Source: an optimization exercise on an open RTL-to-GDS flow (aim: small area, a short achievable clock period and few clock cycles). Production flows keep margins and buffers that such runs may drop.
In this exercise RTL edits were held to simulation tests only and were not proved equivalent to the original.
Power figures rest on the tool's default switching activity, not on a simulated workload.

Design bms_codec, start of the top module:
module bms_codec (
    input  wire        clk,
    input  wire        rst,
    input  wire        req_valid,
    output wire        req_ready,
    input  wire [31:0] req_desc,
    input  wire [7:0]  req_count,
    input  wire [7:0]  req_counter,
    input  wire        in_valid,
    output wire        in_ready,
    input  wire [7:0]  in_data,
    output wire        out_valid,
    input  wire        out_ready,
    output wire [7:0]  out_data,
    output wire        out_last,
    output wire [2:0]  out_status
);
    localparam MAX_DEVICES = 16;
    localparam [1:0] K_CMD = 2'd0, K_WR = 2'd1, K_RD = 2'd2, K_ILL = 2'd3;
    localparam [2:0] ST_OK  = 3'd0, ST_BRK = 3'd1, ST_POR = 3'd3,
                     ST_CCE = 3'd4, ST_ILL = 3'd7;
    localparam [1:0] R_OK = 2'd0, R_BRK = 2'd1, R_CCE = 2'd2, R_POR = 2'd3;
    localparam [9:0] CRC10_SEED = 10'h010;
    reg         req_ready_q, in_ready_q;
    reg  [4:0]  alloc_q;         
    reg  [4:0]  rdf_q;           
    reg         i_busy, i_done, i_inph, i_new;
    reg         i_legal, i_opb, i_opc;    
    reg         i_port;
    reg  [3:0]  i_n1;            
    reg  [15:0] i_cmd;           
    reg  [1:0]  i_rank;          
    reg         i_hdr;           
    reg  [2:0]  i_col;           
    reg  [3:0]  i_srem;          
  ...
Settings: LEC_CHECK=0, CAP_MARGIN=20, CORE_MARGIN=2, CORE_UTILIZATION=40, CTS_CLUSTER_DIAMETER=100, CTS_CLUSTER_SIZE=30, PLACE_DENSITY=0.6, SLEW_MARGIN=20; clock period 9.0 ns.
standard.sh (not shown) runs the stock make flow with config.mk's settings and CLKGATE_MAP_FILE= SYNTH_SCRIPT=/design/flow/synth_recipe.tcl, a recipe that flattens the netlist after the stock synthesis.
==> flow/flow/run.sh <==
#!/bin/bash
# Standard layout, with timing repair aiming at a setup slack of MARGIN ns.
set -euo pipefail
MARGIN=6
sed "s/\"\\\${@:-finish}\"/SETUP_SLACK_MARGIN=$MARGIN &/" standard.sh > standard_margin.sh
grep -q "SETUP_SLACK_MARGIN=$MARGIN" standard_margin.sh
bash standard_margin.sh > make_finish.log 2>&1
Testbench counts at the start, summed over its fixed seeds: cycles 68,260.
Then changed:
--- a/flow/flow/run.sh
+++ b/flow/flow/run.sh
@@ -3,3 +3,3 @@
 set -euo pipefail
-MARGIN=6
+MARGIN=6.1
 sed "s/\"\\\${@:-finish}\"/SETUP_SLACK_MARGIN=$MARGIN &/" standard.sh > standard_margin.sh
- CTS_CLUSTER_DIAMETER: 100 -> 150
The new run completed without violations.
Core utilization climbs by 0.21 points.
Non-clock buffer count climbs by 26.
Routed wire length climbs by about 2.7%.
Worst setup slack gains 0.075 ns.
Total power drops by about 2%.
Then changed:
--- a/flow/flow/run.sh
+++ b/flow/flow/run.sh
@@ -3,3 +3,3 @@
 set -euo pipefail
-MARGIN=6.1
+MARGIN=6
 sed "s/\"\\\${@:-finish}\"/SETUP_SLACK_MARGIN=$MARGIN &/" standard.sh > standard_margin.sh
After rerunning:
- The new run completed without violations
- count of clock-buffer cells in the layout is lower by 5
- synthesized area does not change
- routed wire length is lower by 2.4%
- utilization went down by 0.52 points
- final area is lower by 1.1%
- total power fell by 0.76%
- die area does not change
- global-route usage fell by 0.44 points
Then changed:
--- a/flow/flow/run.sh
+++ b/flow/flow/run.sh
@@ -3,3 +3,3 @@
 set -euo pipefail
-MARGIN=6
+MARGIN=6.1
 sed "s/\"\\\${@:-finish}\"/SETUP_SLACK_MARGIN=$MARGIN &/" standard.sh > standard_margin.sh
- CTS_CLUSTER_DIAMETER: 150 -> 120
- CTS_CLUSTER_SIZE: 30 -> 25
Outcome:
- The new run produced a clean layout
- final cell count rises by 1.4%
- worst hold slack improved by 0.018 ns
- first-iteration DRC count climbs by 27%
- flip-flop and latch count does not change
- clock-buffer cell count is higher by 18
- design area climbs by 1.9%
- critical path depth decreases by 1

---

bms_codec, a different RTL version from the one above (not shown whole).
Size in the first run: roughly 1800 cells after synthesis, about 76 I/O pins, roughly 0.035 mm^2 of cells after synthesis.
## bms_codec
module bms_codec (
    input  wire        clk,
    input  wire        rst,
    input  wire        req_valid,
    output wire        req_ready,
    input  wire [31:0] req_desc,
    input  wire [7:0]  req_count,
    input  wire [7:0]  req_counter,
    input  wire        in_valid,
    output wire        in_ready,
    input  wire [7:0]  in_data,
    output wire        out_valid,
    input  wire        out_ready,
    output wire [7:0]  out_data,
    output wire        out_last,
    output wire [2:0]  out_status
);
    localparam MAX_DEVICES = 16;
    localparam [1:0] K_CMD = 2'd0, K_WR = 2'd1, K_RD = 2'd2, K_ILL = 2'd3;
    localparam [2:0] ST_OK  = 3'd0, ST_BRK = 3'd1, ST_POR = 3'd3,
                     ST_CCE = 3'd4, ST_ILL = 3'd7;
    localparam [1:0] R_OK = 2'd0, R_BRK = 2'd1, R_CCE = 2'd2, R_POR = 2'd3;
    localparam [9:0] CRC10_SEED = 10'h010;
    reg         req_ready_q, in_ready_q;
    reg  [4:0]  alloc_q;         
    reg  [4:0]  rdf_q;           
    reg         i_busy, i_done, i_inph, i_new;
    reg         i_legal, i_opb, i_opc;    
    reg         i_port;
    reg  [3:0]  i_n1;            
    reg  [15:0] i_cmd;           
    reg  [1:0]  i_rank;          
    reg         i_hdr;           
    reg  [2:0]  i_col;           
    reg  [3:0]  i_srem;          
    reg  [4:0]  i_row;           
    reg         w_v, w_st, w_rd, w_c0, w_c6, w_c7, w_last;
    reg  [3:0]  w_row;
    reg  [7:0]  w_data;
    reg  [9:0]  rcrc_q;          
    reg         hi_ok_q;         
    reg  [7:0]  exp_lo_q;        
  ...
Settings: LEC_CHECK=0, CAP_MARGIN=20, CORE_MARGIN=2, CORE_UTILIZATION=40, CTS_CLUSTER_DIAMETER=100, CTS_CLUSTER_SIZE=30, PLACE_DENSITY=0.6, SLEW_MARGIN=20; clock period 9.0 ns.
==> flow/flow/run.sh <==
#!/bin/bash
# Standard layout, with timing repair aiming at a setup slack of MARGIN ns.
set -euo pipefail
MARGIN=5.8
sed "s/\"\\\${@:-finish}\"/SETUP_SLACK_MARGIN=$MARGIN &/" standard.sh > standard_margin.sh
grep -q "SETUP_SLACK_MARGIN=$MARGIN" standard_margin.sh
bash standard_margin.sh > make_finish.log 2>&1
Testbench counts at the start, summed over its fixed seeds: cycles 68,260.
Edit:
--- a/flow/flow/run.sh
+++ b/flow/flow/run.sh
@@ -3,3 +3,3 @@
 set -euo pipefail
-MARGIN=5.8
+MARGIN=6
 sed "s/\"\\\${@:-finish}\"/SETUP_SLACK_MARGIN=$MARGIN &/" standard.sh > standard_margin.sh
CORE_UTILIZATION = 60   (was 40)
PLACE_DENSITY = 0.75   (was 0.6)
The new run passed the timing, DRC and antenna checks; register-to-register slack improves by 30 ps; count of clock-buffer cells in the layout rose by 5; cell count fell by roughly a tenth; cell area rose by a few percent; utilization rose by 25 points; routed wire length rose by roughly a tenth; maximum frequency rose by a few percent; area after synthesis does not change.

[port drivers added, routing unchanged]
In the flow no input, the clock included, has a driving cell. The finished layouts below were timed again as built, in two steps.
Step 1 sets driving cells, clkbuf_16 on the clock port and buf_2 on the other inputs (assumed; they add their load-dependent delay and slew).
Step 2, shift: input delay + t, output delay - t, t = (earliest + latest rising clock arrival at the registers) / 2. This alone moves slack from input paths to output paths.
a / b / c = no drivers / after step 1 / after step 2; a / b = the first two.
run	shift t [ns]	setup slack, ns	hold slack, ns	clock arrival spread, ns	cell pins on the clock port's net
the first run of note 1	0.667	5.977 / 5.965 / 5.400	0.414 / 0.414 / 0.414	0.040 / 0.039	1
the second run of note 1	0.657	6.052 / 6.032 / 5.476	0.419 / 0.419 / 0.419	0.047 / 0.047	1
the third run of note 1	0.661	6.023 / 5.984 / 5.399	0.393 / 0.393 / 0.393	0.040 / 0.040	1
the fourth run of note 1	0.669	6.016 / 6.016 / 5.485	0.411 / 0.411 / 0.411	0.029 / 0.029	1
the first run of note 2	0.677	5.825 / 5.774 / 5.185	0.412 / 0.412 / 0.412	0.035 / 0.035	1
the second run of note 2	0.683	5.928 / 5.895 / 5.317	0.402 / 0.402 / 0.402	0.038 / 0.038	1
After both steps every run listed still meets setup and hold. The setup slack of the first run of note 2, which loses most, moves by -0.051 ns with the drivers and by -0.640 ns with both steps.
